This is an optimization exercise on Yosys and OpenROAD, whose aim is small area, not a production implementation.
Only simulation tests tie the RTL to the original design; equivalence was not proved.
No driver is modelled on the clock port, so clocking that relies on it looks cheaper here than on a real chip.

violet:
==> flow/design.v <==
module cfs (
    input  wire        clk,
    input  wire        rst,         
    input  wire        start,
    output wire        busy,
    output wire        done,
    output wire [2:0]  status,
    output wire [2:0]  cause,
    output reg  [15:0] reading,
    output wire [2:0]  ev,
    output wire        rx_req,
    input  wire        rx_valid,
    input  wire [7:0]  rx_data,
    input  wire        rx_timeout,
    input  wire        rx_error,
    output wire        tx_valid,
    output wire [7:0]  tx_data,
    input  wire        tx_ready,
    input  wire        tx_error
);
    reg        tx;
    reg  [3:0] c;
    reg  [2:0] r;
    reg        dn;       
    reg        ckp;      
    reg  [7:0] nh, lo;   
    reg  [7:0] nacc;     
    wire rx = ~tx & c[3];
    wire dn_w;
    assign busy     = tx | c[3];
    assign tx_valid = tx;
    assign rx_req   = rx;
    assign done     = dn_w;
    wire q    = r[2] & r[1];
    wire fail = ~q & (r != 3'd0);
    wire warm = (reading == 16'd409) || (reading == 16'd499) || (reading == 16'd515);
    assign status   = {fail, q & (r[0] | warm), q & (r[0] | ~warm)};
    assign cause    = q ? 3'd0 : r;
    assign ev       = {dn_w & fail, ckp | (dn_w & q & ~r[0] & warm), dn_w & q & (r[0] | warm)};
    wire t_a = ~c[2] & ~c[1] & ~c[0];      
    wire t_b = ~c[3] & ~c[2] & ~c[0];      
    wire t_c = ~c[2] & ~c[1];              
    assign tx_data = {t_b, t_a, t_a, t_a, t_a, t_b, t_b, t_c};
    genvar i;
    wire [7:0] ng = ~(rx_data & {8{rx_valid}});
    wire [8:0] dc;
    wire [7:0] dl, dz;
    assign dc[0] = 1'b1;
    generate
        for (i = 0; i < 8; i = i + 1) begin : g_dec
            assign dl[i]   = lo[i] ^ nh[i] ^ dc[i];
            assign dc[i+1] = (lo[i] & nh[i]) | (dc[i] & (lo[i] ^ nh[i]));
            if (i == 0) begin : g_z0
                assign dz[i] = ~dc[8];
            end else begin : g_z
                assign dz[i] = dz[i-1] & nh[i-1];
            end
        end
    endgenerate
    wire [15:0] value = {nh ~^ dz, dl};
    wire [8:0] ac;
    wire [7:0] nsum;
    assign ac[0] = 1'b1;
    generate
        for (i = 0; i < 8; i = i + 1) begin : g_acc
            assign nsum[i]  = nacc[i] ^ ng[i] ^ ac[i];
            assign ac[i+1] = (nacc[i] & ng[i]) | (ac[i] & (nacc[i] ^ ng[i]));
        end
    endgenerate
    wire       good = &nsum;
    wire       byte_in = ~rx_error & rx_valid;
    always @(posedge clk) begin
        if (rx_valid && c[2:0] == 3'd2)
            nh <= ng;
        if (rx_valid && c[2:0] == 3'd3)
            lo <= rx_data;
        nacc <= (c[2:1] == 2'b00) ? 8'h7A : nsum;
        if (e_ok)
            reading <= value;
    end
    wire [2:0] sub  = c[2:0];
    wire s_send = tx;
    wire s_idle = ~tx & ~c[3];
    wire e_txe  = s_send & tx_error;
    wire e_txa  = s_send & ~tx_error & tx_ready;
    wire e_err  = rx & rx_error;
    wire e_byte = rx & ~rx_error & rx_valid;
    wire e_tmo  = rx & ~rx_error & ~rx_valid & rx_timeout;
    wire body   = sub[2] | sub[1];
    wire last   = &sub;
    wire e_ok   = e_byte & last & good;
    wire e_bad  = e_byte & last & ~good;
    wire e_end  = e_txe | e_err | e_tmo | e_ok;
    wire mk_c   = rx_data[7] & rx_data[2] & rx_data[1];
    wire mk_1   = rx_data[6] & rx_data[5] & rx_data[4] & rx_data[3] & rx_data[0];
    wire mk_0   = ~(rx_data[6] | rx_data[5] | rx_data[4] | rx_data[3] | rx_data[0]);
    wire adv    = body ? (~last | good) : (mk_c & (sub[0] ? mk_0 : mk_1));
    wire inc    = (e_txa & ~c[3]) | (e_byte & adv);
    wire clr    = rst | e_txe | e_err | e_tmo;
    wire rehunt = e_byte & ~adv;
    wire [2:0] rv;
    assign rv[2] = (e_err & body) | e_tmo | e_ok;
    assign rv[1] = (e_err & ~body) | (e_tmo & ~body) | e_ok;
    assign rv[0] = e_txe | (e_err & (body | sub[0])) | (e_tmo & ~body);
    always @(posedge clk) begin
        dn  <= ~rst & e_end;
        ckp <= ~rst & e_bad;
        if (rst)
            r <= 3'd0;
        else if (e_end)
            r <= rv;
        tx <= ~rst & (tx ? ~tx_error & ~(tx_ready & c[3]) : (~c[3] & start));
        if (clr)
            c <= 4'd0;
        else if (inc)
            c <= c + 4'd1;
        else if (rehunt)
            c[2:0] <= 3'd0;
    end
    assign dn_w = dn;
endmodule
==> flow/config.mk <==
export PLATFORM = sky130hd
export DESIGN_NAME = cfs
export DESIGN_NICKNAME = cfs
export VERILOG_FILES = /design/flow/design.v
export SDC_FILE = /design/flow/constraint.sdc
export NUM_CORES = 4
export LEC_CHECK = 0
export CAP_MARGIN = 20
export CORE_MARGIN = 2
export CORE_UTILIZATION = 60
export SLEW_MARGIN = 20
==> flow/constraint.sdc <==
create_clock -name core_clock -period 6.0 [get_ports {clk}]
set_input_delay 1.2000 -clock core_clock [delete_from_list [all_inputs] [get_ports {clk}]]
set_output_delay 1.2000 -clock core_clock [all_outputs]
set_load 0.01 [all_outputs]
standard.sh (not shown) runs the stock make flow with config.mk's settings and CLKGATE_MAP_FILE= SYNTH_SCRIPT=/design/flow/synth_recipe.tcl, a recipe that flattens the netlist after the stock synthesis.
==> flow/flow/run.sh <==
#!/bin/bash
set -euo pipefail
here=$(pwd)
export BUFFER_PORTS_ARGS="-buffer_cell sky130_fd_sc_hd__buf_1"
export CTS_ARGS="-sink_clustering_enable -repair_clock_nets -dont_use_dummy_load"
export PRE_CTS_TCL="$here/flow/kbuf.tcl"
export KBUF_N=3
export KBUF_CELL=sky130_fd_sc_hd__clkbuf_8
bash standard.sh > standard_flow.log 2>&1
==> flow/flow/kbuf.tcl <==
# Split the registers into KBUF_N groups by position (k-means) and drive each
# group's clock pins from its own clock buffer, fed directly by the clock port.
set block [ord::get_db_block]
set dbu [$block getDbUnitsPerMicron]
set regs {}
foreach inst [$block getInsts] {
  if {[string match "*df*" [[$inst getMaster] getName]]} {
    set bb [$inst getBBox]
    lappend regs [list [$inst getName] [expr {([$bb xMin] + [$bb xMax]) / 2.0 / $dbu}] [expr {([$bb yMin] + [$bb yMax]) / 2.0 / $dbu}]]
  }
}
set k $::env(KBUF_N)
# initial centers: spread over sorted x
set sorted [lsort -real -index 1 $regs]
set n [llength $sorted]
set cx {}; set cy {}
for {set i 0} {$i < $k} {incr i} {
  set r [lindex $sorted [expr {int(($i + 0.5) * $n / $k)}]]
  lappend cx [lindex $r 1]; lappend cy [lindex $r 2]
}
for {set it 0} {$it < 50} {incr it} {
  set asg {}
  foreach r $regs {
    set best 0; set bd 1e18
    for {set i 0} {$i < $k} {incr i} {
      set d [expr {pow([lindex $r 1] - [lindex $cx $i], 2) + pow([lindex $r 2] - [lindex $cy $i], 2)}]
      if {$d < $bd} {set bd $d; set best $i}
    }
    lappend asg $best
  }
  set nx {}; set ny {}
  for {set i 0} {$i < $k} {incr i} {
    set sx 0.0; set sy 0.0; set c 0
    foreach r $regs a $asg { if {$a == $i} { set sx [expr {$sx + [lindex $r 1]}]; set sy [expr {$sy + [lindex $r 2]}]; incr c } }
    if {$c > 0} { lappend nx [expr {$sx / $c}]; lappend ny [expr {$sy / $c}] } else { lappend nx [lindex $cx $i]; lappend ny [lindex $cy $i] }
  }
  set cx $nx; set cy $ny
}
for {set i 0} {$i < $k} {incr i} {
  set pins {}
  foreach r $regs a $asg { if {$a == $i} { lappend pins [get_pins [lindex $r 0]/CLK] } }
  if {[llength $pins] == 0} continue
  puts "clock buffer $i: [llength $pins] registers at [lindex $cx $i] [lindex $cy $i]"
  insert_buffer -buffer_cell $::env(KBUF_CELL) -net clk -load_pins $pins -location [list [lindex $cx $i] [lindex $cy $i]] -buffer_name clkbuf_leaf_$i -net_name clknet_leaf_$i
}
Modified inputs, garnet compared to violet
diff --git a/flow/design.v b/flow/design.v
--- a/flow/design.v
+++ b/flow/design.v
@@ -91,10 +91,9 @@
     wire e_ok   = e_byte & last & good;
     wire e_bad  = e_byte & last & ~good;
     wire e_end  = e_txe | e_err | e_tmo | e_ok;
-    wire mk_c   = rx_data[7] & rx_data[2] & rx_data[1];
-    wire mk_1   = rx_data[6] & rx_data[5] & rx_data[4] & rx_data[3] & rx_data[0];
-    wire mk_0   = ~(rx_data[6] | rx_data[5] | rx_data[4] | rx_data[3] | rx_data[0]);
-    wire adv    = body ? (~last | good) : (mk_c & (sub[0] ? mk_0 : mk_1));
+    wire adv    = (sub == 3'd0) ? (rx_data == 8'hFF) :
+                  (sub == 3'd1) ? (rx_data == 8'h86) :
+                  last ? good : 1'b1;
     wire inc    = (e_txa & ~c[3]) | (e_byte & adv);
     wire clr    = rst | e_txe | e_err | e_tmo;
     wire rehunt = e_byte & ~adv;
## What came out
garnet ended with every stage complete and zero timing, DRC or antenna violations.
Floorplan core area deteriorates in garnet relative to violet.
Summary: with violet as the reference, number of distinct standard cells referenced by the synthesized netlist in garnet moved up by a little under 10%.
Of garnet and violet, it is garnet that has the higher count of multi-input gates.
Higher pin count of the biggest net entering global routing was reported by garnet, not violet.
Compared with violet, in garnet final instance area shows an increase of 0.99%; post-route clock period utilization saw a decrease; data required time at the worst endpoint has decreased; cell count after synthesis went down 4; total vias in the final route now sits higher.

separate check: timing with driven ports:
How much do the figures lean on ideal ports? The routed layouts below were timed once more, with nothing changed but the port constraints. Step 1 sets driving cells, clkbuf_16 on the clock port and buf_2 on the other inputs (assumed; they add their load-dependent delay and slew). Step 2 times the ports against the registers' clock, not the clock port: input delays grow and output delays shrink by t, the midpoint of the rising clock arrivals with the driver on. Slacks: ideal ports / drivers / drivers and shift; pairs: ideal ports / drivers.
| run | t, ns | setup slack, ns | worst hold slack (ns) | worst setup path after step 2 | cell pins on the clock port's net |
|---|---|---|---|---|---|
| violet | 0.201 | 0.657 / 0.682 / 0.481 | 0.548 / 0.548 / 0.548 | input to register | 3 |
| garnet | 0.200 | 0.785 / 0.807 / 0.608 | 0.568 / 0.568 / 0.568 | input to register | 3 |
After both steps setup and hold are still met in every run listed. For garnet, which loses most, drivers alone change the setup slack by +0.022 ns; drivers and shift together by -0.177 ns.
